This design comes from an exercise in tuning for small area on the open sky130 flow, not from production work.
In this exercise RTL edits were held to simulation tests only and were not proved equivalent to the original.
Power is estimated from default activity; no workload was simulated.

$ cat design/flow/flow/run.sh
#!/bin/bash
# Standard ORFS layout with two placement/CTS arguments changed:
#  - port buffers use the smallest buffer cell
#  - CTS clusters up to 25 sinks within 100 um and adds no dummy loads
set -euo pipefail
export BUFFER_PORTS_ARGS="-buffer_cell sky130_fd_sc_hd__buf_1"
export CTS_ARGS="-sink_clustering_enable -repair_clock_nets -sink_clustering_size 25 -sink_clustering_max_diameter 100 -dont_use_dummy_load"
bash standard.sh > standard_flow.log 2>&1
$ cat design/flow/standard.sh
#!/bin/bash
# synth_recipe.tcl (not shown) runs the flow's synth.tcl, then flattens the netlist and writes it again
# the make line also repeats each setting of config.mk as NAME=value (left out here)
make -C /OpenROAD-flow-scripts/flow DESIGN_CONFIG=/design/flow/config.mk WORK_HOME=/design/flow/orfs CLKGATE_MAP_FILE= SYNTH_SCRIPT=/design/flow/synth_recipe.tcl "${@:-finish}"
$ cat design/flow/config.mk
export PLATFORM = sky130hd
export DESIGN_NAME = async_fifo_dual
export DESIGN_NICKNAME = async_fifo_dual
export VERILOG_FILES = /design/flow/design.v
export SDC_FILE = /design/flow/constraint.sdc
export NUM_CORES = 4
export LEC_CHECK = 0
export CAP_MARGIN = 0
export CORE_MARGIN = 2
export CORE_UTILIZATION = 80
export SLEW_MARGIN = 0
export SYNTH_HIERARCHICAL = 1
$ cat design/flow/constraint.sdc
create_clock -name core_clock -period 13.0 [get_ports {clk}]
set_input_delay 2.6000 -clock core_clock [delete_from_list [all_inputs] [get_ports {clk}]]
set_output_delay 2.6000 -clock core_clock [all_outputs]
set_load 0.01 [all_outputs]
$ cat design/flow/design.v
module afd_aoi222 (
    input  wire a0, input wire b0,
    input  wire a1, input wire b1,
    input  wire a2, input wire b2,
    output wire y
);
    assign y = ~((a0 & b0) | (a1 & b1) | (a2 & b2));
endmodule
module afd_aoi22 (
    input  wire a0, input wire b0,
    input  wire a1, input wire b1,
    output wire y
);
    assign y = ~((a0 & b0) | (a1 & b1));
endmodule
module async_fifo_dual (
    input  wire        clk,
    input  wire        rst_n,           
    input  wire        a_valid,
    input  wire [11:0] a_cmd,
    output reg  [18:0] a_rsp,
    output reg         a_rsp_valid,
    output wire        a_err,
    input  wire        ser_ext,         
    input  wire        s_valid,
    input  wire [11:0] s_cmd,
    output reg  [18:0] s_rsp,
    output reg         s_rsp_valid,
    input  wire        p_txe,
    input  wire        p_rxne,
    input  wire [7:0]  p_rdata,
    output reg  [7:0]  p_wdata,
    output reg         p_wr,
    output reg         p_rd,
    output reg         p_clr_rxne,
    output wire        p_txeie,
    output wire        irq
);
    localparam AW_TX = 5;               
    localparam AW_RX = 4;               
    localparam [3:0] A_NOP      = 4'h0,
                     A_TX_ENQ   = 4'h1,
                     A_TX_COUNT = 4'h2,
                     A_TX_FULL  = 4'h3,
                     A_RX_DEQ   = 4'h4,
                     A_RX_COUNT = 4'h5,
                     A_ERR_READ = 4'h6,
                     A_ERR_CLR  = 4'h7;
    localparam [3:0] S_NOP      = 4'h0,
                     S_ISR      = 4'h1,
                     S_TX_DEQ   = 4'h2,
                     S_RX_ENQ   = 4'h3,
                     S_TX_COUNT = 4'h4,
                     S_TX_FULL  = 4'h5;
    reg              tx_enq, tx_deq, rx_enq, rx_deq;
    reg  [7:0]       rx_enq_data;
    reg  [7:0]    tx_mem [0:31];
    reg  [5:0]    tx_wptr;       
    reg  [5:0]    tx_wcnt;       
    reg  [5:0]    tx_fl_mark;    
    reg  [5:0]    tx_fl_next;    
    reg           tx_fl_pend;    
    reg  [4:1]    tx_ph;         
    reg           tx_rm1, tx_rm2;   
    reg  [5:0]    tx_rhead;      
    reg  [5:0]    tx_rpub;       
    reg  [5:0]    tx_wview;      
    reg           tx_drain;      
    reg           tx_wm1, tx_wm2;   
    wire [5:0]    tx_wcount = tx_wcnt;
    wire          tx_wfull  = tx_wcnt[5];
    wire [5:0]    tx_rcount = tx_wview - tx_rhead;
    wire          tx_rfull  = tx_rcount[5];
    wire          tx_enq_ok = tx_enq & ~tx_wfull;
    wire          tx_deq_ok = tx_deq & (tx_rcount != 6'd0);
    wire          tx_busy    = |tx_ph;
    wire          tx_ovf     = tx_enq & tx_wfull;
    wire          tx_issue   = tx_ovf & ~tx_busy;
    wire          tx_reissue = tx_ph[4] & (tx_fl_pend | tx_ovf);
    wire [5:0]    tx_n_wptr  = tx_wptr + tx_enq_ok;
    wire [5:0]    tx_n_mark  = (tx_issue | (tx_reissue & tx_ovf)) ? tx_wptr :
                             tx_reissue ? tx_fl_next : tx_fl_mark;
    wire          tx_n_busy  = tx_ph[1] | tx_ph[2] | tx_ph[3] | tx_issue | tx_reissue;
    wire [5:0]    tx_lim     = tx_n_busy ? tx_n_mark : tx_n_wptr;
    wire [5:0]    tx_n_wview = tx_wview + tx_wm2;
    wire [5:0]    tx_wpub    = tx_n_wview + tx_wm1;
    wire          tx_wmove   = (tx_wpub != tx_lim);
    wire          tx_capture = tx_ph[2];
    wire          tx_jump    = tx_capture | (tx_drain & tx_wm2);
    wire [5:0]    tx_n_rhead = tx_jump ? tx_n_wview : tx_rhead + tx_deq_ok;
    wire          tx_rmove   = (tx_rpub != tx_n_rhead);
    wire          tx_view_evt = tx_wm2 | tx_capture;
    always @(posedge clk) begin
        if (!rst_n) begin
            tx_wptr    <= 6'd0;
            tx_wcnt    <= 6'd0;
            tx_fl_pend <= 1'b0;
            tx_ph      <= 4'd0;
            tx_rm1     <= 1'b0;
            tx_rm2     <= 1'b0;
            tx_rhead   <= 6'd0;
            tx_rpub    <= 6'd0;
            tx_wview   <= 6'd0;
            tx_drain   <= 1'b0;
            tx_wm1     <= 1'b0;
            tx_wm2     <= 1'b0;
        end else begin
            tx_wptr    <= tx_n_wptr;
            tx_wcnt    <= tx_wcnt + tx_enq_ok - tx_rm2;
            tx_fl_pend <= (tx_fl_pend | (tx_ovf & tx_busy)) & ~tx_ph[4];
            tx_ph      <= {tx_ph[3:1], tx_issue | tx_reissue};
            tx_rm1     <= tx_rmove;
            tx_rm2     <= tx_rm1;
            tx_rhead   <= tx_n_rhead;
            tx_rpub    <= tx_rpub + tx_rmove;
            tx_wview   <= tx_n_wview;
            if (tx_jump)
                tx_drain <= (tx_n_wview != tx_fl_mark);
            tx_wm1     <= tx_wmove;
            tx_wm2     <= tx_wm1;
        end
    end
    always @(posedge clk) begin
        tx_fl_mark <= tx_n_mark;
        if (tx_ovf & tx_busy)
            tx_fl_next <= tx_wptr;
    end
    always @(posedge clk) begin
        if (rst_n && tx_enq_ok)
            tx_mem[tx_wptr[4:0]] <= a_cmd[7:0];
    end
    wire [31:0]   tx_sel = 32'd1 << tx_rhead[4:0];
    wire [7:0]    tx_rdata;
    genvar tx_b, tx_k;
    generate
        for (tx_b = 0; tx_b < 8; tx_b = tx_b + 1) begin : g_tx_rd
            wire [10:0] y;
            for (tx_k = 0; tx_k < 10; tx_k = tx_k + 1) begin : g_grp
                afd_aoi222 u_aoi (
                    .a0(tx_sel[3*tx_k]),   .b0(tx_mem[3*tx_k][tx_b]),
                    .a1(tx_sel[3*tx_k+1]), .b1(tx_mem[3*tx_k+1][tx_b]),
                    .a2(tx_sel[3*tx_k+2]), .b2(tx_mem[3*tx_k+2][tx_b]),
                    .y (y[tx_k]));
            end
            afd_aoi22 u_aoi (
                .a0(tx_sel[30]), .b0(tx_mem[30][tx_b]),
                .a1(tx_sel[31]), .b1(tx_mem[31][tx_b]),
                .y (y[10]));
            assign tx_rdata[tx_b] = ~&y;
        end
    endgenerate
    reg  [7:0]    rx_mem [0:15];
    reg  [4:0]    rx_wptr;       
    reg  [4:0]    rx_wcnt;       
    reg  [4:0]    rx_fl_mark;    
    reg  [4:0]    rx_fl_next;    
    reg           rx_fl_pend;    
    reg  [4:1]    rx_ph;         
    reg           rx_rm1, rx_rm2;   
    reg  [4:0]    rx_rhead;      
    reg  [4:0]    rx_rpub;       
    reg  [4:0]    rx_wview;      
    reg           rx_drain;      
    reg           rx_wm1, rx_wm2;   
    wire [4:0]    rx_wcount = rx_wcnt;
    wire          rx_wfull  = rx_wcnt[4];
    wire [4:0]    rx_rcount = rx_wview - rx_rhead;
    wire          rx_rfull  = rx_rcount[4];
    wire          rx_enq_ok = rx_enq & ~rx_wfull;
    wire          rx_deq_ok = rx_deq & (rx_rcount != 5'd0);
    wire          rx_busy    = |rx_ph;
    wire          rx_ovf     = rx_enq & rx_wfull;
    wire          rx_issue   = rx_ovf & ~rx_busy;
    wire          rx_reissue = rx_ph[4] & (rx_fl_pend | rx_ovf);
    wire [4:0]    rx_n_wptr  = rx_wptr + rx_enq_ok;
    wire [4:0]    rx_n_mark  = (rx_issue | (rx_reissue & rx_ovf)) ? rx_wptr :
                             rx_reissue ? rx_fl_next : rx_fl_mark;
    wire          rx_n_busy  = rx_ph[1] | rx_ph[2] | rx_ph[3] | rx_issue | rx_reissue;
    wire [4:0]    rx_lim     = rx_n_busy ? rx_n_mark : rx_n_wptr;
    wire [4:0]    rx_n_wview = rx_wview + rx_wm2;
    wire [4:0]    rx_wpub    = rx_n_wview + rx_wm1;
    wire          rx_wmove   = (rx_wpub != rx_lim);
    wire          rx_capture = rx_ph[2];
    wire          rx_jump    = rx_capture | (rx_drain & rx_wm2);
    wire [4:0]    rx_n_rhead = rx_jump ? rx_n_wview : rx_rhead + rx_deq_ok;
    wire          rx_rmove   = (rx_rpub != rx_n_rhead);
    wire          rx_view_evt = rx_wm2 | rx_capture;
    always @(posedge clk) begin
        if (!rst_n) begin
            rx_wptr    <= 5'd0;
            rx_wcnt    <= 5'd0;
            rx_fl_pend <= 1'b0;
            rx_ph      <= 4'd0;
            rx_rm1     <= 1'b0;
            rx_rm2     <= 1'b0;
            rx_rhead   <= 5'd0;
            rx_rpub    <= 5'd0;
            rx_wview   <= 5'd0;
            rx_drain   <= 1'b0;
            rx_wm1     <= 1'b0;
            rx_wm2     <= 1'b0;
        end else begin
            rx_wptr    <= rx_n_wptr;
            rx_wcnt    <= rx_wcnt + rx_enq_ok - rx_rm2;
            rx_fl_pend <= (rx_fl_pend | (rx_ovf & rx_busy)) & ~rx_ph[4];
            rx_ph      <= {rx_ph[3:1], rx_issue | rx_reissue};
            rx_rm1     <= rx_rmove;
            rx_rm2     <= rx_rm1;
            rx_rhead   <= rx_n_rhead;
            rx_rpub    <= rx_rpub + rx_rmove;
            rx_wview   <= rx_n_wview;
            if (rx_jump)
                rx_drain <= (rx_n_wview != rx_fl_mark);
            rx_wm1     <= rx_wmove;
            rx_wm2     <= rx_wm1;
        end
    end
    always @(posedge clk) begin
        rx_fl_mark <= rx_n_mark;
        if (rx_ovf & rx_busy)
            rx_fl_next <= rx_wptr;
    end
    always @(posedge clk) begin
        if (rst_n && rx_enq_ok)
            rx_mem[rx_wptr[3:0]] <= rx_enq_data;
    end
    wire [15:0]   rx_sel = 16'd1 << rx_rhead[3:0];
    wire [7:0]    rx_rdata;
    genvar rx_b, rx_k;
    generate
        for (rx_b = 0; rx_b < 8; rx_b = rx_b + 1) begin : g_rx_rd
            wire [5:0] y;
            for (rx_k = 0; rx_k < 5; rx_k = rx_k + 1) begin : g_grp
                afd_aoi222 u_aoi (
                    .a0(rx_sel[3*rx_k]),   .b0(rx_mem[3*rx_k][rx_b]),
                    .a1(rx_sel[3*rx_k+1]), .b1(rx_mem[3*rx_k+1][rx_b]),
                    .a2(rx_sel[3*rx_k+2]), .b2(rx_mem[3*rx_k+2][rx_b]),
                    .y (y[rx_k]));
            end
            assign y[5] = ~(rx_sel[15] & rx_mem[15][rx_b]);
            assign rx_rdata[rx_b] = ~&y;
        end
    endgenerate
    reg err_tx;                         
    reg err_rx;                         
    reg err_rx_s1, err_rx_q;            
    reg ec_pend;                        
    reg [4:1] ec_ph;
    reg armed;                          
    assign a_err   = err_tx | err_rx_q;
    assign p_txeie = armed;
    assign irq     = (p_txe & armed) | p_rxne;
    wire [3:0] a_op = a_cmd[11:8];
    wire       a_go = rst_n & a_valid;
    reg [15:0] a_val;
    reg        a_f0, a_ill;
    reg        n_err_tx, ec_clr;
    always @(*) begin
        tx_enq     = 1'b0;
        rx_deq     = 1'b0;
        a_val      = 16'd0;
        a_f0       = 1'b0;
        a_ill      = 1'b0;
        n_err_tx   = err_tx;
        ec_clr     = 1'b0;
        if (a_go) begin
            case (a_op)
                A_NOP: ;
                A_TX_ENQ: begin
                    tx_enq = 1'b1;
                    if (tx_wfull)
                        n_err_tx = 1'b1;    
                    else
                        a_f0 = 1'b1;
                end
                A_TX_COUNT: a_val = {{(15-AW_TX){1'b0}}, tx_wcount};
                A_TX_FULL:  a_f0  = tx_wfull;
                A_RX_DEQ: begin
                    rx_deq = 1'b1;
                    if (rx_rcount != 0) begin
                        a_val = {8'd0, rx_rdata};
                        a_f0  = 1'b1;
                    end
                end
                A_RX_COUNT: a_val = {{(15-AW_RX){1'b0}}, rx_rcount};
                A_ERR_READ: begin
                    a_val = {14'd0, err_rx_q, err_tx};
                    a_f0  = err_tx | err_rx_q;
                end
                A_ERR_CLR: begin
                    n_err_tx = 1'b0;
                    ec_clr   = 1'b1;
                end
                default: a_ill = 1'b1;
            endcase
        end
    end
    wire ec_busy  = |ec_ph;
    wire ec_issue = (ec_clr & ~ec_busy) | (ec_ph[4] & (ec_pend | ec_clr));
    always @(posedge clk) begin
        if (!rst_n) begin
            a_rsp       <= 19'd0;
            a_rsp_valid <= 1'b0;
            err_tx      <= 1'b0;
            err_rx_s1   <= 1'b0;
            err_rx_q    <= 1'b0;
            ec_pend     <= 1'b0;
            ec_ph       <= 4'd0;
        end else begin
            a_rsp_valid <= a_valid;
            if (a_valid)
                a_rsp <= {a_ill, 1'b0, a_f0, a_val};
            err_tx      <= n_err_tx;
            err_rx_s1   <= err_rx;
            err_rx_q    <= err_rx_s1;       
            ec_pend     <= (ec_pend | (ec_clr & ec_busy)) & ~ec_ph[4];
            ec_ph       <= {ec_ph[3:1], ec_issue};
        end
    end
    wire [3:0] s_op = ser_ext ? s_cmd[11:8] : S_ISR;
    wire       s_go = rst_n & (ser_ext ? s_valid : irq);
    wire       txp  = p_txe & armed;
    wire       rxp  = p_rxne;
    reg [15:0] s_val;
    reg        s_f0, s_f1, s_ill;
    reg        n_err_rx, n_armed;
    always @(*) begin
        tx_deq      = 1'b0;
        rx_enq      = 1'b0;
        rx_enq_data = s_cmd[7:0];
        p_wdata     = 8'd0;
        p_wr        = 1'b0;
        p_rd        = 1'b0;
        p_clr_rxne  = 1'b0;
        s_val       = 16'd0;
        s_f0        = 1'b0;
        s_f1        = 1'b0;
        s_ill       = 1'b0;
        n_err_rx    = err_rx;
        n_armed     = armed;
        if (ec_ph[2])
            n_err_rx = 1'b0;
        if (s_go) begin
            case (s_op)
                S_NOP: ;
                S_ISR: begin
                    if (txp) begin
                        tx_deq = 1'b1;
                        if (tx_rcount == 0) begin
                            n_armed = 1'b0;
                        end else begin
                            p_wdata    = tx_rdata;
                            p_wr       = 1'b1;
                            s_val[7:0] = tx_rdata;
                            s_f0       = 1'b1;
                        end
                    end
                    if (rxp) begin
                        p_rd        = 1'b1;
                        p_clr_rxne  = 1'b1;
                        rx_enq      = 1'b1;
                        rx_enq_data = p_rdata;
                        s_val[15:8] = p_rdata;
                        s_f1        = 1'b1;
                        if (rx_wfull)
                            n_err_rx = 1'b1;
                    end
                end
                S_TX_DEQ: begin
                    tx_deq = 1'b1;
                    if (tx_rcount == 0) begin
                        n_armed = 1'b0;
                    end else begin
                        s_val = {8'd0, tx_rdata};
                        s_f0  = 1'b1;
                    end
                end
                S_RX_ENQ: begin
                    rx_enq = 1'b1;
                    if (rx_wfull)
                        n_err_rx = 1'b1;
                    else
                        s_f0 = 1'b1;
                end
                S_TX_COUNT: s_val = {{(15-AW_TX){1'b0}}, tx_rcount};
                S_TX_FULL:  s_f0  = tx_rfull;
                default:    s_ill = 1'b1;
            endcase
        end
        if (tx_view_evt)
            n_armed = 1'b1;
    end
    always @(posedge clk) begin
        if (!rst_n) begin
            s_rsp       <= 19'd0;
            s_rsp_valid <= 1'b0;
            err_rx      <= 1'b0;
            armed       <= 1'b0;
        end else begin
            s_rsp_valid <= s_go;
            if (s_go)
                s_rsp <= {s_ill, s_f1, s_f0, s_val};
            err_rx      <= n_err_rx;
            armed       <= n_armed;
        end
    end
endmodule
==> notes.md, run 1 <==
* Max-Cap Viols at 0
* CP max stage delay at 470 ps
* Simple-gate share of the synthesized area at 11.0%
* Net Switching at 0.664 mW
* Min Hold Slack at 446 ps
* Core area at 0.0260 mm^2
* Sw frac at 22.5%
* Vias/cell at 7.20
* Total GRT Usage at 36.4%
* Post-Synth XOR/XNOR Area at 3.37%
* Drc violations at 0
* Slew headroom at 11.8%
* Post-synthesis cell count at 1533
* Crit-path cells: clkbuf_2 -> buf_4 -> o211ai_1 -> buf_4 -> inv_1 -> nand3_1 -> inv_1 -> buf_1
* Reg2Reg Setup Slack at 7890 ps
* Pwr per Cell Area at 132 mW/mm^2
* Width of the die at 166 um
* Initial antenna violation count at 0
* Cts hold-fix bufs at 0
* Reg2reg path depth at 22
* Final Slew Violations at 0
* Ratio of cells with drive above 1 in the final layout at 4.33%
* Startpoint Class: primary input
* Register area at 0.0144 mm^2
* First-pass GRT wire length at 77400 um
* Multiplexer area fraction after synthesis at 1.02%
* Die area at 0.0276 mm^2
* Synth unique cells at 79
* Final worst path period share at 56.4%
* Final Critical Period at 7330 ps
* Post-synth top area share at 56.3%
* Clk latency of the worst-skew pair at 560 ps
* Largest area contributor in the netlist: edfxtp_1
* I/O pins at 93
* Slew @ Worst Pin at 1310 ps
* Crit path max fanout at 55
* Wire length per cell at 26.0 um
* Initial Util at 81.0%
* Adder-cell share of the synthesized area at 2.76%
* EDFF count, synth at 395
* Die height at 166 um
* Register area share after synthesis at 68.4%
* Iter 0 DRT Violations at 2506
* Peak supply drop at 0.000193 V
* Routed Wire Length at 50800 um
* CTS buffer count at 24
* Status: complete, no violations
* FFs w/ async S/R, synth at 0%
* Cell Area, Synth at 0.0211 mm^2
* Fmax achieved at 136 MHz
* Footprint of the multi-input gates at 0.00625 mm^2
* Initial DRT Pass Iterations at 8
* Grt ovf at 0
* Synth area leaders: edfxtp_1, dfxtp_1, a222oi_1, nor2_1, ha_1
* Layout Skew at 16.8 ps
* RD Place Congestion at 0.910
* Final setup TNS at 0 ps
* Placed insts at 1927
* Clock Sink Count at 522
* Slowest stage cell on the critical path: inv_1
* Register bit total from synthesis at 522
* CTS max path bufs at 3
* Pint at 2.28 mW
* NumNets Final at 1701
* Yosys warnings at 7
* Compound-gate portion of the synthesized area at 11.4%
* Via count at 14100
* Fill count at 1310
* RSZ-0062 raised after global routing: false
* Area grow syn2layout at 5.79%
* Layout Cells excl Fill at 1952
* Routed Antenna Nets at 0
* Final setup fails at 0
* Avg Inst Size Synth at 13.7 um^2
* Crit path capture type: output pin
* # H-tree levels at 1
* Largest net degree at the start of global routing at 66
* Vias in the first global route at 13500
* Reg clk slew, reported paths at 100 ps
* Hold-critical path depth at 1
* Setup CP Type: primary input to output pin
* Most common cell in the synthesized netlist: edfxtp_1
* Top_reg_cell synth: edfxtp_1
* Fin. Hold Viols at 0
* Root Buffer: clkbuf_16
* Main combinational cell family by area after synthesis: compound AO/OA/AOI/OAI gates
* Worst Path Arrival at 4730 ps
* Logic pwr share at 9.4%
* Static Leak at 7.50 nW
* Post_cts resized at 0
* Clock power frac at 27.1%
* Sequential Power Share at 63.5%
* Hold crit path type: register to register
* Critical Path RT at 10400 ps
* Final Core Density at 85.7%
* # rows at 59
* Post-CTS setup buffers at 0
* Detailed Place HPWL at 34100 um
* Synth cell count leaders: edfxtp_1, nor2_1, dfxtp_1
* CTS tree: built
* Count of input and output buffers at 83
==> worst max-delay path, delay by kind of cell <==
kind,cells,cell delay (ps)
AND/OR/NAND/NOR,1,410
buffers and inverters,6,1560
AO/OA/AOI/OAI,1,160
==> placed cells by master, fill, tap and decap left out, types with 9 or more instances in the layout <==
cell type,synthesis,routed
and3_1,10,10
ha_1,40,40
clkbuf_16,0,24
nand3_1,51,51
nand4_1,20,20
o21a_1,10,10
nand2b_1,18,18
inv_1,50,49
mux2i_1,20,20
or3_1,12,12
a21oi_1,53,53
xnor2_1,41,41
and2_1,39,39
nor2_1,188,188
nor3_1,29,29
a222oi_1,120,120
o21ai_0,15,15
nand2_1,85,85
dfxtp_1,127,127
buf_1,2,82
edfxtp_1,395,395
conb_1,1,9
xor2_1,40,40
buf_4,12,13
==> state kept, by name (all words and copies together), names as in the netlist, 10 cells and up <==
register and cells:
a_rsp 10, rx_mem 128, s_rsp 19, tx_mem 256
==> cells by family after synthesis <==
logic type | count (synthesis)
other | 1
multiplexers | 21
AO/OA/AOI/OAI | 284
adder cells (fa/ha/maj) | 44
XOR/XNOR | 81
buffers and inverters | 95
flip-flops | 522
AND/OR/NAND/NOR | 485
==> Yosys stat by module (local to each module, per instance) <==
module           flip-flops and latches  cell area, um^2
afd_aoi22                             0             12.5
afd_aoi222                            0             10.0
async_fifo_dual                     522            19800
==> stage by stage <==
stage / total power, mW / instance area, um^2 / setup slack [ps]
6_report: 2.94 / 22300 / 5670
5_1_grt: 3.02 / 22300 / 5500
4_1_cts: 2.94 / 22300 / 5720
3_5_place_dp: 2.17 / 21700 / 5720
3_3_place_gp: 2.16 / 21700 / 5790
2_1_floorplan: 2.09 / 21100 / 6450
==> layer usage <==
layer | up-vias | GRT usage (%) | routed length [um]
met5 | - | 0 | 0
met3 | 179 | 4.12 | 4900
li1 | 6069 | - | -
met4 | 0 | 18.1 | 2750
met2 | 1066 | 62.0 | 25300
met1 | 6750 | 47.4 | 17800
==> power groups by stage <==
stage	clock network, mW	registers (mW)	logic, mW
2_1_floorplan	0	1.90	0.198
3_3_place_gp	0	1.90	0.255
3_5_place_dp	0	1.91	0.268
4_1_cts	0.795	1.87	0.273
5_1_grt	0.845	1.87	0.305
6_report	0.797	1.87	0.276
==> final timing paths <==
path | startpoint | end
worst max-delay path | rst_n | p_clr_rxne
worst min-delay path | tx_rm1 | tx_rm2
worst max register to register | tx_rhead[1] | tx_rpub[4]
worst min register to register | tx_rm1 | tx_rm2
==> area by class of cell <==
class	count	share of cell area, %
sequential	522	64.7
multi-input combinational	924	28.1
clock buffer	24	2.70
tap	335	1.88
timing repair buffer	96	1.84
inverter	50	0.843
antenna	1	0.0112
==> run 2: changes to the inputs <==
==> design/flow/config.mk (replaced) <==
export PLATFORM = sky130hd
export DESIGN_NAME = async_fifo_dual
export DESIGN_NICKNAME = async_fifo_dual
export VERILOG_FILES = /design/flow/design.v
export SDC_FILE = /design/flow/constraint.sdc
export NUM_CORES = 4
export LEC_CHECK = 0
export CAP_MARGIN = 20
export CORE_MARGIN = 2
export CORE_UTILIZATION = 70
export SLEW_MARGIN = 20
export SYNTH_HIERARCHICAL = 1
==> notes.md, run 2 <==
* Cts hold-fix bufs at 0 (unchanged)
* Width of the die at 177 um (was 166 um)
* Fill count at 1902 (was 1310)
* Slew @ Worst Pin at 1100 ps (was 1310 ps)
* Grt ovf at 0 (unchanged)
* # H-tree levels at 1 (unchanged)
* Cell Area, Synth at 0.0211 mm^2 (unchanged)
* Final Critical Period at 7370 ps (was 7330 ps)
* Die height at 177 um (was 166 um)
* Post-CTS setup buffers at 0 (unchanged)
* CTS buffer count at 24 (unchanged)
* Routed Wire Length at 48700 um (was 50800 um)
* Die area at 0.0315 mm^2 (was 0.0276 mm^2)
* CTS max path bufs at 3 (unchanged)
* Simple-gate share of the synthesized area at 11.0% (unchanged)
* Post-Synth XOR/XNOR Area at 3.37% (unchanged)
* Largest area contributor in the netlist: edfxtp_1 (unchanged)
* Ratio of cells with drive above 1 in the final layout at 4.70% (was 4.33%)
* Synth unique cells at 79 (unchanged)
* Core area at 0.0296 mm^2 (was 0.0260 mm^2)
* Vias/cell at 6.70 (was 7.20)
* Clock Sink Count at 522 (unchanged)
* Area grow syn2layout at 6.28% (was 5.79%)
* Max-Cap Viols at 0 (unchanged)
* Final setup fails at 0 (unchanged)
* Routed Antenna Nets at 0 (unchanged)
* Register area share after synthesis at 68.4% (unchanged)
* Avg Inst Size Synth at 13.7 um^2 (unchanged)
* Register area at 0.0144 mm^2 (unchanged)
* Max FFs per register at 256 (unchanged)
* Multiplexer area fraction after synthesis at 1.02% (unchanged)
* Total GRT Usage at 30.8% (was 36.4%)
* Yosys warnings at 7 (unchanged)
* Footprint of the multi-input gates at 0.00627 mm^2 (was 0.00625 mm^2)
* Post_cts resized at 0 (unchanged)
* Count of input and output buffers at 83 (unchanged)
* Layout Skew at 36.9 ps (was 16.8 ps)
* RSZ-0062 raised after global routing: false (unchanged)
* Synth area leaders: edfxtp_1, dfxtp_1, a222oi_1, nor2_1, ha_1 (unchanged)
* Vias in the first global route at 12800 (was 13500)
* FFs w/ async S/R, synth at 0% (unchanged)
* First-pass GRT wire length at 72900 um (was 77400 um)
* Worst slack, placed at 5660 ps (was 5720 ps)
* Clk latency of the worst-skew pair at 570 ps (was 560 ps)
* Hold crit path type: register to register (unchanged)
* Largest net degree at the start of global routing at 66 (unchanged)
* Main combinational cell family by area after synthesis: compound AO/OA/AOI/OAI gates (unchanged)
* Compound-gate portion of the synthesized area at 11.4% (unchanged)
* Wire length per cell at 24.2 um (was 26.0 um)
* Worst setup margin at 5630 ps (was 5670 ps)
* Top_reg_cell synth: edfxtp_1 (unchanged)
* Most common cell after layout, fill and taps aside: edfxtp_1 (unchanged)
* Crit path capture type: output pin (unchanged)
* Peak supply drop at 0.000153 V (was 0.000193 V)
* Number of diodes at 0 (was 1)
* Critical Path RT at 10400 ps (about the same)
* Most frequent cells in the layout: edfxtp_1, nor2_1, dfxtp_1 (unchanged)
* Initial DRT Pass Iterations at 6 (was 8)
* Final Slew Violations at 0 (unchanged)
* Final worst path period share at 56.7% (was 56.4%)
* Setup CP Type: primary input to output pin (unchanged)
* Final Core Density at 75.5% (was 85.7%)
* Pwr per Cell Area at 131 mW/mm^2 (was 132 mW/mm^2)
* Register bit total from synthesis at 522 (unchanged)
* Final setup TNS at 0 ps (unchanged)
* Post-synthesis cell count at 1533 (unchanged)
* # rows at 63 (was 59)
* Static Leak at 7.52 nW (was 7.50 nW)
* Detailed Place HPWL at 33800 um (was 34100 um)
* Grt met3 use at 2.93% (was 4.12%)
* Fin. Hold Viols at 0 (unchanged)
* EDFF count, synth at 395 (unchanged)
* I/O pins at 93 (unchanged)
* GR met2 Demand/Resource at 52.3% (was 62.0%)
* Initial Util at 71.0% (was 81.0%)
* Via count at 13400 (was 14100)
* CTS tree: built (unchanged)
* Iter 0 DRT Violations at 1918 (was 2506)
* Status: complete, no violations (unchanged)
* Most common cell in the synthesized netlist: edfxtp_1 (unchanged)
* Initial antenna violation count at 0 (unchanged)
* Post-synth top area share at 56.3% (unchanged)
* Crit path max fanout at 55 (unchanged)
* Fmax achieved at 136 MHz (about the same)
* Worst Path Arrival at 4770 ps (was 4730 ps)
* GRT busiest layer: met2 (unchanged)
* Slew headroom at 26.0% (was 11.8%)
* Adder-cell share of the synthesized area at 2.76% (unchanged)
* Drc violations at 0 (unchanged)
* RD Place Congestion at 0.889 (was 0.910)
* Synth cell count leaders: edfxtp_1, nor2_1, dfxtp_1 (unchanged)
* Startpoint Class: primary input (unchanged)
* GR Util met1 at 41.4% (was 47.4%)
* Root Buffer: clkbuf_16 (unchanged)
* Reg clk slew, reported paths at 90 ps (was 100 ps)
* NumNets Final at 1703 (was 1701)
[run 2: cell counts after synthesis]
No cell type changed its count.
[run 2: path summary, 6_finish.rpt]
kind               startpoint          to  slack (ps)  cells after the start
setup / recovery        rst_n  p_clr_rxne        5630                      8
hold / removal      err_rx_s1    err_rx_q         450                      1
setup reg to reg  tx_rhead[0]  tx_rpub[4]        8290                     21
hold reg to reg     err_rx_s1    err_rx_q         450                      1
[run 2: critical path, cell delays in order]
cell and delay (ps):
clkbuf_2 80, buf_4 440, o211ai_1 170, buf_4 280
inv_1 140, nand3_1 400, inv_1 470, buf_1 190
[run 2: kinds of logic (layout without fill, tap and decap cells)]
group	count (synthesis)	count (layout)
adder cells (fa/ha/maj)	44	44
flip-flops	522	522
multiplexers	21	21
AO/OA/AOI/OAI	284	284
other	1	9
XOR/XNOR	81	81
AND/OR/NAND/NOR	485	485
buffers and inverters	95	172
[run 2: where the power goes]
group | internal [mW] | switching, mW
sequential | 1.83 | 0.0362
clock | 0.331 | 0.468
combinational | 0.115 | 0.157
total | 2.28 | 0.661
[run 2: layer usage]
| metal | routed length (um) | vias up | share of wire (%) |
|---|---|---|---|
| li1 | - | 6075 | - |
| met1 | 19200 | 6561 | 39 |
| met2 | 24000 | 699 | 49 |
| met3 | 3520 | 112 | 7.2 |
| met4 | 2010 | 0 | 4.1 |
| met5 | 0 | - | 0 |
[run 2: stage by stage]
stage	power, mW	instances	cell area, um^2	hold slack [ps]
finish	2.94	2008	22400	445
global route	3.03	2008	22400	471
CTS	2.95	2008	22400	447
global placement	2.17	1984	21800	417
detailed placement	2.18	1984	21800	424
floorplan	2.09	1541	21100	403
[run 2: final cells by class]
cell class              instances  share of cell area (%)
repair buffers                 98                    1.90
inverters                      50                   0.839
clock buffers                  24                    2.68
well taps                     390                    2.18
multi-input cells             924                    28.0
flip-flops and latches        522                    64.4
[run 2: Yosys stat by module (local to each module, per instance)]
module           flip-flops and latches  copies in the design  cells inside  area [um^2]
afd_aoi22                             0                     8             1         12.5
async_fifo_dual                     522                     1          1405        19800
afd_aoi222                            0                   120             1         10.0
==> run 3: changes to the inputs <==
==> design/flow/run.sh (new file) <==
#!/bin/bash
# synth_recipe.tcl (not shown) runs the flow's synth.tcl, then flattens the netlist and writes it again
# the make line also repeats each setting of config.mk as NAME=value (left out here)
make -C /OpenROAD-flow-scripts/flow DESIGN_CONFIG=/design/flow/config.mk WORK_HOME=/design/flow/orfs CLKGATE_MAP_FILE= SYNTH_SCRIPT=/design/flow/synth_recipe.tcl finish
--- a/design/flow/config.mk
+++ b/design/flow/config.mk
@@ -8,5 +8,7 @@
 export CAP_MARGIN = 20
 export CORE_MARGIN = 2
 export CORE_UTILIZATION = 70
+export CTS_CLUSTER_DIAMETER = 100
+export CTS_CLUSTER_SIZE = 25
 export SLEW_MARGIN = 20
 export SYNTH_HIERARCHICAL = 1
removed: design/flow/flow/run.sh
removed: design/flow/standard.sh
==> notes.md, run 3 <==
* Die area at 0.0315 mm^2 (unchanged)
* Most frequent cells in the layout: edfxtp_1, nor2_1, dfxtp_1 (unchanged)
* Routed Antenna Nets at 0 (unchanged)
* Cell Area, Synth at 0.0211 mm^2 (unchanged)
* Layout Skew at 18.8 ps (was 36.9 ps)
* Iter 0 DRT Violations at 2151 (was 1918)
* Initial antenna violation count at 0 (unchanged)
* Root Buffer: clkbuf_16 (unchanged)
* Clock power frac at 27.5% (was 27.2%)
* Max FFs per register at 256 (unchanged)
* Count of input and output buffers at 83 (unchanged)
* Fmax achieved at 128 MHz (was 136 MHz)
* Avg Inst Size Synth at 13.7 um^2 (unchanged)
* Reg clk slew, reported paths at 110 ps (was 90 ps)
* Critical Path RT at 10400 ps (about the same)
* NumNets Final at 1695 (was 1703)
* Register area share after synthesis at 68.4% (unchanged)
* Final setup fails at 0 (unchanged)
* Final setup TNS at 0 ps (unchanged)
* Post_cts resized at 0 (unchanged)
* Pwr per Cell Area at 130 mW/mm^2 (was 131 mW/mm^2)
* Max-Cap Viols at 0 (unchanged)
* Hold Startpoint: tx_rm1 (was err_rx_s1)
* Fin. Hold Viols at 0 (unchanged)
* Crit path capture type: output pin (unchanged)
* Width of the die at 177 um (unchanged)
* Initial DRT Pass Iterations at 8 (was 6)
* Most common cell in the synthesized netlist: edfxtp_1 (unchanged)
* Sw frac at 22.6% (was 22.5%)
* Core area at 0.0296 mm^2 (unchanged)
* Grt ovf at 0 (unchanged)
* Detailed Place HPWL at 33900 um (was 33800 um)
* Initial Util at 71.0% (unchanged)
* Post-synthesis cell count at 1533 (unchanged)
* Crit path max fanout at 23 (was 55)
* Design area at 0.0228 mm^2 (was 0.0224 mm^2)
* CTS tree: built (unchanged)
* Final Critical Period at 7820 ps (was 7370 ps)
* Die height at 177 um (unchanged)
* Wire length per cell at 24.5 um (was 24.2 um)
* Pint at 2.30 mW (was 2.28 mW)
* Synth area leaders: edfxtp_1, dfxtp_1, a222oi_1, nor2_1, ha_1 (unchanged)
* Total GRT Usage at 31.5% (was 30.8%)
* Post-DP Area at 0.0222 mm^2 (was 0.0218 mm^2)
* Final Slew Violations at 0 (unchanged)
* Top_reg_cell synth: edfxtp_1 (unchanged)
* R2r startpoint: tx_rhead[0] (unchanged)
* Synth unique cells at 79 (unchanged)
* Largest area contributor in the netlist: edfxtp_1 (unchanged)
* EDFF count, synth at 395 (unchanged)
* Post-synth top area share at 56.3% (unchanged)
* Yosys warnings at 7 (unchanged)
* Total power at 2.97 mW (was 2.94 mW)
* # rows at 63 (unchanged)
* First-pass GRT wire length at 75300 um (was 72900 um)
* Clk latency of the worst-skew pair at 570 ps (about the same)
* Largest net degree at the start of global routing at 56 (was 66)
* Footprint of the multi-input gates at 0.00627 mm^2 (unchanged)
* Startpoint Class: primary input (unchanged)
* Hold endpoint: tx_rm2 (was err_rx_q)
* Number of diodes at 0 (unchanged)
* Fill count at 1861 (was 1902)
* Register area at 0.0144 mm^2 (unchanged)
* RSZ-0062 raised after global routing: false (unchanged)
* Capturing point of the worst reg2reg path: tx_rpub[4] (unchanged)
* Synth cell count leaders: edfxtp_1, nor2_1, dfxtp_1 (unchanged)
* Setup CP Type: primary input to output pin (unchanged)
* Reg2reg path depth at 21 (unchanged)
* Static Leak at 7.70 nW (was 7.52 nW)
* Logic pwr share at 9.5% (was 9.3%)
* CTS max path bufs at 3 (unchanged)
* Net Switching at 0.670 mW (was 0.661 mW)
* FFs w/ async S/R, synth at 0% (unchanged)
* Slew headroom at 29.2% (was 26.0%)
* RD Place Congestion at 0.883 (was 0.889)
* Status: complete, no violations (unchanged)
* Area grow syn2layout at 8.51% (was 6.28%)
* Drc violations at 0 (unchanged)
* Vias/cell at 6.76 (was 6.70)
* Final worst path period share at 60.2% (was 56.7%)
* Post-CTS setup buffers at 0 (unchanged)
* Ratio of cells with drive above 1 in the final layout at 4.69% (was 4.70%)
* Via count at 13600 (was 13400)
* Clock Sink Count at 522 (unchanged)
* Cts hold-fix bufs at 0 (unchanged)
* Reg2Reg Setup Slack at 7970 ps (was 8290 ps)
* Worst Path Arrival at 5220 ps (was 4770 ps)
* Vias in the first global route at 13100 (was 12800)
* Routed Wire Length at 49200 um (was 48700 um)
* # H-tree levels at 1 (unchanged)
* Peak supply drop at 0.000154 V (was 0.000153 V)
* Register bit total from synthesis at 522 (unchanged)
* Hold-critical path depth at 1 (unchanged)
* CTS buffer count at 24 (unchanged)
* Hold crit path type: register to register (unchanged)
* Slew @ Worst Pin at 1050 ps (was 1100 ps)
* Most common cell after layout, fill and taps aside: edfxtp_1 (unchanged)
* I/O pins at 93 (unchanged)
* Sequential Power Share at 63.0% (was 63.6%)
run 3: routing by layer:
metal	global-route usage [%]	wire length, um	vias up
li1	-	-	6081
met5	0	0	-
met1	42.7	19400	6616
met4	12.3	1960	0
met3	3.60	3800	135
met2	52.9	24100	758
run 3: modules after synthesis, one instance, submodules excluded:
| module | flip-flops and latches | area [um^2] | cells inside | copies in the design |
|---|---|---|---|---|
| afd_aoi222 | 0 | 10.0 | 1 | 120 |
| afd_aoi22 | 0 | 12.5 | 1 | 8 |
| async_fifo_dual | 522 | 19800 | 1405 | 1 |
run 3: how the worst max path moves through the flow:
stage | startpoint | endpoint | cells after the start
after floorplan | p_rxne | p_rd | 7
after global placement | p_txe | p_clr_rxne | 9
after detailed placement | ser_ext | p_rd | 8
after CTS | ser_ext | p_rd | 8
after global routing | ser_ext | p_rd | 8
final | ser_ext | p_rd | 8
run 3: stage by stage:
step | hold slack [ps] | std cells | utilization, % | setup slack [ps]
global route | 455 | 2009 | 77.1 | 5000
CTS | 443 | 2009 | 77.1 | 5180
finish | 437 | 2009 | 77.1 | 5180
floorplan | 403 | 1541 | - | 6450
global placement | 415 | 1976 | 74.9 | 5300
detailed placement | 420 | 1976 | 74.9 | 5180
run 3: cell type report:
type / count / share of cell area [%]
Clock buffer: 31 / 2.74
Clock inverter: 2 / 0.0931
Inverter: 50 / 0.822
Multi-Input combinational cell: 924 / 27.4
Sequential cell: 522 / 63.0
Tap cell: 390 / 2.14
Timing Repair Buffer: 90 / 3.71
run 3: power groups by stage:
stage	clock network [mW]	logic, mW	registers [mW]
after floorplan	0	0.198	1.90
after global placement	0	0.269	1.91
after detailed placement	0	0.279	1.91
after CTS	0.824	0.281	1.87
after global routing	0.880	0.312	1.88
final	0.818	0.281	1.87
run 3: cell families (layout without fill, tap and decap cells):
| family | count (synthesis) | count (layout) | synth area share [%] |
|---|---|---|---|
| flops | 522 | 522 | 68.4 |
| buf+inv | 95 | 173 | 2.04 |
| xor+xnor | 81 | 81 | 3.37 |
| mux | 21 | 21 | 1.02 |
| other cells | 1 | 9 | 0.0178 |
| fa+ha+maj | 44 | 44 | 2.76 |
| compound gates | 284 | 284 | 11.4 |
| simple gates | 485 | 485 | 11.0 |
run 3: worst max-delay path, cell delays in order:
cell and delay [ps]:
clkdlybuf4s50_1 530, nand2b_1 140, o211ai_1 100, buf_4 270, inv_1 130, nand3_1 370
inv_1 450, clkdlybuf4s50_1 620
==> run 4: changes to the inputs <==
--- a/design/flow/design.v
+++ b/design/flow/design.v
@@ -56,7 +56,6 @@
     reg  [7:0]       rx_enq_data;
     reg  [7:0]    tx_mem [0:31];
     reg  [5:0]    tx_wptr;       
-    reg  [5:0]    tx_wcnt;       
     reg  [5:0]    tx_fl_mark;    
     reg  [5:0]    tx_fl_next;    
     reg           tx_fl_pend;    
@@ -67,8 +66,8 @@
     reg  [5:0]    tx_wview;      
     reg           tx_drain;      
     reg           tx_wm1, tx_wm2;   
-    wire [5:0]    tx_wcount = tx_wcnt;
-    wire          tx_wfull  = tx_wcnt[5];
+    wire [5:0]    tx_wcount = tx_wptr - tx_rpub + tx_rm1 + tx_rm2;
+    wire          tx_wfull  = tx_wcount[5];
     wire [5:0]    tx_rcount = tx_wview - tx_rhead;
     wire          tx_rfull  = tx_rcount[5];
     wire          tx_enq_ok = tx_enq & ~tx_wfull;
@@ -81,10 +80,10 @@
     wire [5:0]    tx_n_mark  = (tx_issue | (tx_reissue & tx_ovf)) ? tx_wptr :
                              tx_reissue ? tx_fl_next : tx_fl_mark;
     wire          tx_n_busy  = tx_ph[1] | tx_ph[2] | tx_ph[3] | tx_issue | tx_reissue;
-    wire [5:0]    tx_lim     = tx_n_busy ? tx_n_mark : tx_n_wptr;
     wire [5:0]    tx_n_wview = tx_wview + tx_wm2;
     wire [5:0]    tx_wpub    = tx_n_wview + tx_wm1;
-    wire          tx_wmove   = (tx_wpub != tx_lim);
+    wire          tx_wmove   = tx_n_busy ? (tx_wpub != tx_n_mark) :
+                                        ((tx_wpub != tx_wptr) | tx_enq_ok);
     wire          tx_capture = tx_ph[2];
     wire          tx_jump    = tx_capture | (tx_drain & tx_wm2);
     wire [5:0]    tx_n_rhead = tx_jump ? tx_n_wview : tx_rhead + tx_deq_ok;
@@ -93,7 +92,6 @@
     always @(posedge clk) begin
         if (!rst_n) begin
             tx_wptr    <= 6'd0;
-            tx_wcnt    <= 6'd0;
             tx_fl_pend <= 1'b0;
             tx_ph      <= 4'd0;
             tx_rm1     <= 1'b0;
@@ -106,7 +104,6 @@
             tx_wm2     <= 1'b0;
         end else begin
             tx_wptr    <= tx_n_wptr;
-            tx_wcnt    <= tx_wcnt + tx_enq_ok - tx_rm2;
             tx_fl_pend <= (tx_fl_pend | (tx_ovf & tx_busy)) & ~tx_ph[4];
             tx_ph      <= {tx_ph[3:1], tx_issue | tx_reissue};
             tx_rm1     <= tx_rmove;
@@ -151,7 +148,6 @@
     endgenerate
     reg  [7:0]    rx_mem [0:15];
     reg  [4:0]    rx_wptr;       
-    reg  [4:0]    rx_wcnt;       
     reg  [4:0]    rx_fl_mark;    
     reg  [4:0]    rx_fl_next;    
     reg           rx_fl_pend;    
@@ -162,8 +158,8 @@
     reg  [4:0]    rx_wview;      
     reg           rx_drain;      
     reg           rx_wm1, rx_wm2;   
-    wire [4:0]    rx_wcount = rx_wcnt;
-    wire          rx_wfull  = rx_wcnt[4];
+    wire [4:0]    rx_wcount = rx_wptr - rx_rpub + rx_rm1 + rx_rm2;
+    wire          rx_wfull  = rx_wcount[4];
     wire [4:0]    rx_rcount = rx_wview - rx_rhead;
     wire          rx_rfull  = rx_rcount[4];
     wire          rx_enq_ok = rx_enq & ~rx_wfull;
@@ -176,10 +172,10 @@
     wire [4:0]    rx_n_mark  = (rx_issue | (rx_reissue & rx_ovf)) ? rx_wptr :
                              rx_reissue ? rx_fl_next : rx_fl_mark;
     wire          rx_n_busy  = rx_ph[1] | rx_ph[2] | rx_ph[3] | rx_issue | rx_reissue;
-    wire [4:0]    rx_lim     = rx_n_busy ? rx_n_mark : rx_n_wptr;
     wire [4:0]    rx_n_wview = rx_wview + rx_wm2;
     wire [4:0]    rx_wpub    = rx_n_wview + rx_wm1;
-    wire          rx_wmove   = (rx_wpub != rx_lim);
+    wire          rx_wmove   = rx_n_busy ? (rx_wpub != rx_n_mark) :
+                                        ((rx_wpub != rx_wptr) | rx_enq_ok);
     wire          rx_capture = rx_ph[2];
     wire          rx_jump    = rx_capture | (rx_drain & rx_wm2);
     wire [4:0]    rx_n_rhead = rx_jump ? rx_n_wview : rx_rhead + rx_deq_ok;
@@ -188,7 +184,6 @@
     always @(posedge clk) begin
         if (!rst_n) begin
             rx_wptr    <= 5'd0;
-            rx_wcnt    <= 5'd0;
             rx_fl_pend <= 1'b0;
             rx_ph      <= 4'd0;
             rx_rm1     <= 1'b0;
@@ -201,7 +196,6 @@
             rx_wm2     <= 1'b0;
         end else begin
             rx_wptr    <= rx_n_wptr;
-            rx_wcnt    <= rx_wcnt + rx_enq_ok - rx_rm2;
             rx_fl_pend <= (rx_fl_pend | (rx_ovf & rx_busy)) & ~rx_ph[4];
             rx_ph      <= {rx_ph[3:1], rx_issue | rx_reissue};
             rx_rm1     <= rx_rmove;
==> design/flow/flow/run.sh (new file) <==
#!/bin/bash
# Standard ORFS layout with two placement/CTS arguments changed:
#  - port buffers use the smallest buffer cell
#  - CTS clusters up to 25 sinks within 100 um and adds no dummy loads
set -euo pipefail
export BUFFER_PORTS_ARGS="-buffer_cell sky130_fd_sc_hd__buf_1"
export CTS_ARGS="-sink_clustering_enable -repair_clock_nets -sink_clustering_size 18 -sink_clustering_max_diameter 60 -dont_use_dummy_load -buf_list sky130_fd_sc_hd__clkbuf_8"
bash standard.sh > standard_flow.log 2>&1
==> design/flow/standard.sh (new file) <==
#!/bin/bash
# synth_recipe.tcl (not shown) runs the flow's synth.tcl, then flattens the netlist and writes it again
# the make line also repeats each setting of config.mk as NAME=value (left out here)
make -C /OpenROAD-flow-scripts/flow DESIGN_CONFIG=/design/flow/config.mk WORK_HOME=/design/flow/orfs CLKGATE_MAP_FILE= SYNTH_SCRIPT=/design/flow/synth_recipe.tcl "${@:-finish}"
--- a/design/flow/config.mk
+++ b/design/flow/config.mk
@@ -8,7 +8,5 @@
 export CAP_MARGIN = 20
 export CORE_MARGIN = 2
 export CORE_UTILIZATION = 70
-export CTS_CLUSTER_DIAMETER = 100
-export CTS_CLUSTER_SIZE = 25
 export SLEW_MARGIN = 20
 export SYNTH_HIERARCHICAL = 1
removed: design/flow/run.sh
==> notes.md, run 4 <==
* Clock power frac at 25.4% (was 27.5%)
* Die height at 176 um (was 177 um)
* Layout Cells excl Fill at 1989 (was 2009)
* Largest area contributor in the netlist: edfxtp_1 (unchanged)
* Grt ovf at 0 (unchanged)
* Vias/cell at 6.70 (was 6.76)
* Pwr per Cell Area at 125 mW/mm^2 (was 130 mW/mm^2)
* Final Critical Period at 8110 ps (was 7820 ps)
* Post-synthesis cell count at 1500 (was 1533)
* Yosys warnings at 7 (unchanged)
* Routed Antenna Nets at 0 (unchanged)
* Die area at 0.0311 mm^2 (was 0.0315 mm^2)
* Cts hold-fix bufs at 0 (unchanged)
* Logic pwr share at 8.9% (was 9.5%)
* RSZ-0062 raised after global routing: false (unchanged)
* Root Buffer: clkbuf_8 (was clkbuf_16)
* Worst setup margin at 4890 ps (was 5180 ps)
* EDFF count, synth at 395 (unchanged)
* Iter 0 DRT Violations at 1978 (was 2151)
* Width of the die at 176 um (was 177 um)
* Reg clk slew, reported paths at 100 ps (was 110 ps)
* Final setup TNS at 0 ps (unchanged)
* Post-DP Area at 0.0215 mm^2 (was 0.0222 mm^2)
* Initial antenna violation count at 0 (unchanged)
* NumNets Final at 1691 (was 1695)
* Final Slew Violations at 0 (unchanged)
* Sw frac at 22.6% (about the same)
* Hold Startpoint: err_rx (was tx_rm1)
* Hold crit path type: register to register (unchanged)
* Clk latency of the worst-skew pair at 590 ps (was 570 ps)
* I/O pins at 93 (unchanged)
* Static Leak at 7.36 nW (was 7.70 nW)
* Register area share after synthesis at 68.3% (was 68.4%)
* Clock Sink Count at 511 (was 522)
* Layout Skew at 73.2 ps (was 18.8 ps)
* Design area at 0.0220 mm^2 (was 0.0228 mm^2)
* Reg2Reg Setup Slack at 7830 ps (was 7970 ps)
* Crit path capture type: output pin (unchanged)
* Status: complete, no violations (unchanged)
* Hold endpoint: err_rx_s1 (was tx_rm2)
* Most common cell after layout, fill and taps aside: edfxtp_1 (unchanged)
* Post-synth top area share at 57.1% (was 56.3%)
* # rows at 63 (unchanged)
* Peak supply drop at 0.000105 V (was 0.000154 V)
* Synth unique cells at 76 (was 79)
* Via count at 13300 (was 13600)
* Largest net degree at the start of global routing at 61 (was 56)
* Post-Synth XOR/XNOR Area at 3.84% (was 3.37%)
* CTS tree: built (unchanged)
* Net Switching at 0.623 mW (was 0.670 mW)
* Ratio of cells with drive above 1 in the final layout at 4.94% (was 4.69%)
* Placed insts at 1953 (was 1976)
* Register bit total from synthesis at 511 (was 522)
* # H-tree levels at 2 (was 1)
* Adder-cell share of the synthesized area at 3.22% (was 2.76%)
* Worst Path Arrival at 5510 ps (was 5220 ps)
* Most frequent cells in the layout: edfxtp_1, nor2_1, a222oi_1 (was edfxtp_1, nor2_1, dfxtp_1)
* Slew @ Worst Pin at 1110 ps (was 1050 ps)
* Capturing point of the worst reg2reg path: tx_rpub[4] (unchanged)
* Fin. Hold Viols at 0 (unchanged)
* Initial Util at 70.6% (was 71.0%)
* FFs w/ async S/R, synth at 0% (unchanged)
* Core area at 0.0294 mm^2 (was 0.0296 mm^2)
* Total GRT Usage at 32.0% (was 31.5%)
* Sequential Power Share at 65.7% (was 63.0%)
* Final setup fails at 0 (unchanged)
* Simple-gate share of the synthesized area at 10.5% (was 11.0%)
* Avg Inst Size Synth at 13.8 um^2 (was 13.7 um^2)
* Hold-critical path depth at 2 (was 1)
* Post_cts resized at 0 (unchanged)
* CTS max path bufs at 3 (unchanged)
* Post-CTS setup buffers at 0 (unchanged)
* Routed Wire Length at 49400 um (was 49200 um)
* CTS buffer count at 36 (was 24)
* Initial DRT Pass Iterations at 8 (unchanged)
* Count of input and output buffers at 83 (unchanged)
* R2r startpoint: tx_rhead[1] (was tx_rhead[0])
* Synth cell count leaders: edfxtp_1, nor2_1, a222oi_1 (was edfxtp_1, nor2_1, dfxtp_1)
* Wire length per cell at 24.8 um (was 24.5 um)
* Main combinational cell family by area after synthesis: compound AO/OA/AOI/OAI gates (unchanged)
* Crit path max fanout at 46 (was 23)
* Most common cell in the synthesized netlist: edfxtp_1 (unchanged)
* Area grow syn2layout at 6.02% (was 8.51%)
* Compound-gate portion of the synthesized area at 11.1% (was 11.4%)
* Fmax achieved at 123 MHz (was 128 MHz)
* Setup CP Type: primary input to output pin (unchanged)
* Drc violations at 0 (unchanged)
* Number of diodes at 0 (unchanged)
* Cell Area, Synth at 0.0208 mm^2 (was 0.0211 mm^2)
* Startpoint Class: primary input (unchanged)
* Slew headroom at 25.3% (was 29.2%)
* Synth area leaders: edfxtp_1, dfxtp_1, a222oi_1, nor2_1, ha_1 (unchanged)
* Top_reg_cell synth: edfxtp_1 (unchanged)
* Multiplexer area fraction after synthesis at 1.27% (was 1.02%)
* Vias in the first global route at 12700 (was 13100)
* Pint at 2.13 mW (was 2.30 mW)
* Worst slack, placed at 5010 ps (was 5180 ps)
* Max-Cap Viols at 0 (unchanged)
* Detailed Place HPWL at 34600 um (was 33900 um)
* First-pass GRT wire length at 73900 um (was 75300 um)
* Reg2reg path depth at 22 (was 21)
* RD Place Congestion at 0.897 (was 0.883)
* Critical Path RT at 10400 ps (about the same)
* Max FFs per register at 256 (unchanged)
* Final worst path period share at 62.4% (was 60.2%)
==> run 4: cell count changes after synthesis, moves of 4 or more <==
cell / change
a31oi_1: +9
and3_1: -6
and4_1: +5
dfxtp_1: -11
ha_1: +7
inv_1: -4
mux2i_1: +4
nand2b_1: -4
nand3_1: -11
nor2_1: -19
o211ai_1: -4
o21ai_0: +6
o21ai_2: -4
xnor2_1: +8
==> run 4: worst max path at each step <==
stage            start         end  slack (ps)
3_3_place_gp     rst_n  p_wdata[0]        5090
3_5_place_dp     rst_n  p_wdata[0]        5010
6_report         rst_n  p_wdata[0]        4890
5_1_grt          rst_n  p_wdata[0]        4780
2_1_floorplan  ser_ext        p_rd        6420
4_1_cts          rst_n  p_wdata[0]        5000
==> run 4: routing by layer <==
metal	wire length (um)	track usage, %	up-vias
li1	-	-	6005
met1	18800	43.7	6483
met2	23800	52.5	732
met3	4930	5.90	100
met4	1810	11.0	0
met5	0	0	-
==> run 4: final cells by class <==
| class | count | area [um^2] |
|---|---|---|
| Sequential cell | 511 | 14200 |
| Fill cell | 1892 | 7380 |
| Multi-Input combinational cell | 907 | 6260 |
| Clock buffer | 36 | 495 |
| Tap cell | 390 | 488 |
| Timing Repair Buffer | 96 | 410 |
| Inverter | 49 | 186 |
==> run 4: through the flow <==
step	util, %	hold WS, ps	power, mW
after floorplan	-	403	2.01
after global placement	73.1	423	2.08
after detailed placement	73.1	429	2.09
after CTS	74.8	431	2.76
after global routing	74.9	451	2.85
final	74.9	430	2.76
==> run 4: cells by family (layout without fill, tap and decap cells) <==
family / after synthesis / in the layout
buf+inv: 90 / 181
other cells: 1 / 9
fa+ha+maj: 51 / 51
flops: 511 / 511
simple gates: 453 / 453
compound gates: 280 / 280
mux: 26 / 26
xor+xnor: 88 / 88
==> run 4: worst max-delay path, stage by stage <==
cell and delay [ps]:
clkbuf_2 70, buf_4 400, nand3_2 680, nor2_1 360, nand4_1 740, a41oi_1 430, buf_1 190
==> run 4: power by group through the flow <==
stage / logic [mW] / clock network (mW) / registers (mW)
after floorplan: 0.167 / 0 / 1.84
after global placement: 0.232 / 0 / 1.85
after detailed placement: 0.241 / 0 / 1.85
after CTS: 0.243 / 0.709 / 1.81
after global routing: 0.270 / 0.767 / 1.81
final: 0.246 / 0.701 / 1.81
==> run 4: per-module statistics from Yosys, one instance, submodules excluded <==
module,cell area (um^2),copies in the design
afd_aoi22,12.5,8
afd_aoi222,10.0,120
async_fifo_dual,19500,1
==> run 5: changes to the inputs <==
==> design/flow/flow/run.sh (replaced) <==
#!/bin/bash
# Standard ORFS layout with two placement/CTS arguments changed:
#  - port buffers use the smallest buffer cell
#  - CTS clusters up to 25 sinks within 100 um and adds no dummy loads
set -euo pipefail
export BUFFER_PORTS_ARGS="-buffer_cell sky130_fd_sc_hd__buf_1"
export CTS_ARGS="-sink_clustering_enable -repair_clock_nets -sink_clustering_size 10 -sink_clustering_max_diameter 40 -dont_use_dummy_load -buf_list sky130_fd_sc_hd__clkbuf_4"
bash standard.sh > standard_flow.log 2>&1
==> notes.md, run 5 <==
* Status: complete, no violations (unchanged)
* Total GRT Usage at 32.3% (was 32.0%)
* CTS max path bufs at 3 (unchanged)
* Root Buffer: clkbuf_4 (was clkbuf_8)
* Post_cts resized at 0 (unchanged)
* FFs w/ async S/R, synth at 0% (unchanged)
* Fmax achieved at 124 MHz (was 123 MHz)
* Hold crit path type: register to register (unchanged)
* Max FFs per register at 256 (unchanged)
* Wire length per cell at 24.8 um (about the same)
* Clock Sink Count at 511 (unchanged)
* Routed Antenna Nets at 0 (unchanged)
* Initial Util at 70.6% (unchanged)
* Routed Wire Length at 49900 um (was 49400 um)
* Top_reg_cell synth: edfxtp_1 (unchanged)
* Fill count at 1939 (was 1892)
* NumNets Final at 1715 (was 1691)
* Pwr per Cell Area at 124 mW/mm^2 (was 125 mW/mm^2)
* Initial antenna violation count at 1 (was 0)
* Static Leak at 7.38 nW (was 7.36 nW)
* Slew headroom at 25.3% (about the same)
* Synth area leaders: edfxtp_1, dfxtp_1, a222oi_1, nor2_1, ha_1 (unchanged)
* Width of the die at 176 um (unchanged)
* Final setup TNS at 0 ps (unchanged)
* Main combinational cell family by area after synthesis: compound AO/OA/AOI/OAI gates (unchanged)
* Vias/cell at 6.73 (was 6.70)
* Register area share after synthesis at 68.3% (unchanged)
* Most common cell after layout, fill and taps aside: edfxtp_1 (unchanged)
* # H-tree levels at 2 (unchanged)
* CTS tree: built (unchanged)
* Largest area contributor in the netlist: edfxtp_1 (unchanged)
* Initial DRT Pass Iterations at 8 (unchanged)
* Vias in the first global route at 12900 (was 12700)
* Slew @ Worst Pin at 1110 ps (about the same)
* Yosys warnings at 7 (unchanged)
* Core area at 0.0294 mm^2 (unchanged)
* # rows at 63 (unchanged)
* Layout Skew at 117 ps (was 73.2 ps)
* Drc violations at 0 (unchanged)
* Max-Cap Viols at 0 (unchanged)
* Count of input and output buffers at 83 (unchanged)
* Min Hold Slack at 431 ps (was 430 ps)
* Synth unique cells at 76 (unchanged)
* Post-CTS setup buffers at 0 (unchanged)
* Final Critical Period at 8050 ps (was 8110 ps)
* Multiplexer area fraction after synthesis at 1.27% (unchanged)
* Via count at 13600 (was 13300)
* Final Slew Violations at 0 (unchanged)
* Post-synthesis cell count at 1500 (unchanged)
* Worst Path Arrival at 5450 ps (was 5510 ps)
* Iter 0 DRT Violations at 1918 (was 1978)
* Cell Area, Synth at 0.0208 mm^2 (unchanged)
* Crit path capture type: output pin (unchanged)
* Synth cell count leaders: edfxtp_1, nor2_1, a222oi_1 (unchanged)
* Grt ovf at 0 (unchanged)
* RD Place Congestion at 0.897 (unchanged)
* Register bit total from synthesis at 511 (unchanged)
* First-pass GRT wire length at 74800 um (was 73900 um)
* Clk latency of the worst-skew pair at 780 ps (was 590 ps)
* Die area at 0.0311 mm^2 (unchanged)
* Reg clk slew, reported paths at 100 ps (about the same)
* Fin. Hold Viols at 0 (unchanged)
* Setup CP Type: primary input to output pin (unchanged)
* RSZ-0062 raised after global routing: false (unchanged)
* Detailed Place HPWL at 34600 um (unchanged)
* Most common cell in the synthesized netlist: edfxtp_1 (unchanged)
* Die height at 176 um (unchanged)
* I/O pins at 93 (unchanged)
* Cts hold-fix bufs at 0 (unchanged)
* Largest net degree at the start of global routing at 61 (unchanged)
* Most frequent cells in the layout: edfxtp_1, nor2_1, a222oi_1 (unchanged)
* Final worst path period share at 61.9% (was 62.4%)
* Ratio of cells with drive above 1 in the final layout at 6.35% (was 4.94%)
* Critical Path RT at 10400 ps (about the same)
* Area grow syn2layout at 5.82% (was 6.02%)
* CTS buffer count at 60 (was 36)
* Simple-gate share of the synthesized area at 10.5% (unchanged)
* Compound-gate portion of the synthesized area at 11.1% (unchanged)
* EDFF count, synth at 395 (unchanged)
* Post-synth top area share at 57.1% (unchanged)
* Final Core Density at 74.7% (was 74.9%)
* Adder-cell share of the synthesized area at 3.22% (unchanged)
* Avg Inst Size Synth at 13.8 um^2 (unchanged)
* Startpoint Class: primary input (unchanged)
* Final setup fails at 0 (unchanged)
* Peak supply drop at 0.000111 V (was 0.000105 V)
* Crit path max fanout at 46 (unchanged)
* Post-Synth XOR/XNOR Area at 3.84% (unchanged)
-- run 5: routing by layer --
layer	GRT usage, %	vias up	part of all wire (%)
met5	0	-	0
met4	10.8	0	3.6
met3	6.03	120	9.8
met2	53.2	788	48
met1	44.0	6566	38
li1	-	6084	-
-- run 5: area by class of cell --
type | count | area (um^2) | area share, %
Multi-Input combinational cell | 907 | 6260 | 28.5
Timing Repair Buffer | 96 | 410 | 1.87
Tap cell | 390 | 488 | 2.22
Sequential cell | 511 | 14200 | 64.5
Inverter | 49 | 186 | 0.848
Clock buffer | 60 | 450 | 2.05
Antenna cell | 1 | 2.50 | 0.0114
-- run 5: final timing paths --
check | from | slack (ps) | endpoint | cells after the start
setup / recovery | rst_n | 4950 | p_wdata[0] | 7
setup reg to reg | tx_rhead[1] | 7840 | tx_rpub[4] | 22
hold reg to reg | err_rx | 430 | err_rx_s1 | 2
hold / removal | err_rx | 430 | err_rx_s1 | 2
-- run 5: cell families (layout without fill, tap and decap cells) --
group                      count (synthesis)  after routing
other                                      1             10
adders and majority gates                 51             51
buffers and inverters                     90            205
DFF                                      511            511
AOI/OAI and AO/OA                        280            280
muxes                                     26             26
xor gates and xnor gates                  88             88
and+or+nand+nor                          453            453
-- run 5: worst max-delay path, cell delays in order --
cell,delay (ps)
clkbuf_2,70
buf_4,410
nand3_2,680
nor2_1,360
nand4_1,700
a41oi_1,420
buf_1,190
-- run 5: per-stage QoR --
| step | setup slack (ps) | cell area [um^2] | power, mW | cells |
|---|---|---|---|---|
| finish | 4950 | 22000 | 2.73 | 2014 |
| global route | 4780 | 22000 | 2.83 | 2014 |
| CTS | 5000 | 22000 | 2.74 | 2013 |
| detailed placement | 5010 | 21500 | 2.09 | 1953 |
| global placement | 5090 | 21500 | 2.08 | 1953 |
| floorplan | 6420 | 20800 | 2.01 | 1508 |
-- run 5: where the power goes --
group | internal, mW | switching (mW)
clock network | 0.211 | 0.468
logic | 0.0972 | 0.148
registers | 1.79 | 0.0242
-- run 5: Yosys stat by module, one instance, submodules excluded --
| module | flops+latches | cells inside | cell area, um^2 |
|---|---|---|---|
| afd_aoi222 | 0 | 1 | 10.0 |
| afd_aoi22 | 0 | 1 | 12.5 |
| async_fifo_dual | 511 | 1372 | 19500 |

## port drivers added, routing unchanged
How much do the figures lean on ideal ports? The routed layouts below were timed once more, with nothing changed but the port constraints. Step 1 (the two cells are an assumption about what drives the block):
set clk [get_ports {clk}]
set_driving_cell -lib_cell sky130_fd_sc_hd__clkbuf_16 $clk
set_driving_cell -lib_cell sky130_fd_sc_hd__buf_2 [delete_from_list [all_inputs] $clk]
Step 2 adds t to the input delays and takes it off the output delays; t is the mean of the earliest and latest rising clock arrival at the registers after step 1. Input paths then give back, and output paths get back, about the clock's delay inside the block. a / b / c = no drivers / after step 1 / after step 2; a / b = the first two.
| run | shift t [ns] | setup slack, ns | worst hold slack (ns) | worst setup path after step 2 |
|---|---|---|---|---|
| run 1 | 0.610 | 5.666 / 5.644 / 5.644 | 0.446 / 0.446 / 0.446 | input to output |
| run 2 | 0.603 | 5.631 / 5.604 / 5.604 | 0.445 / 0.445 / 0.445 | input to output |
| run 3 | 0.611 | 5.180 / 5.160 / 5.160 | 0.437 / 0.437 / 0.437 | input to output |
| run 4 | 0.601 | 4.889 / 4.868 / 4.868 | 0.430 / 0.430 / 0.430 | input to output |
| run 5 | 0.769 | 4.952 / 4.930 / 4.930 | 0.431 / 0.431 / 0.431 | input to output |
After both steps every run listed still meets setup and hold. The setup slack of run 2, which loses most, moves by -0.027 ns with the drivers and by -0.027 ns with both steps.
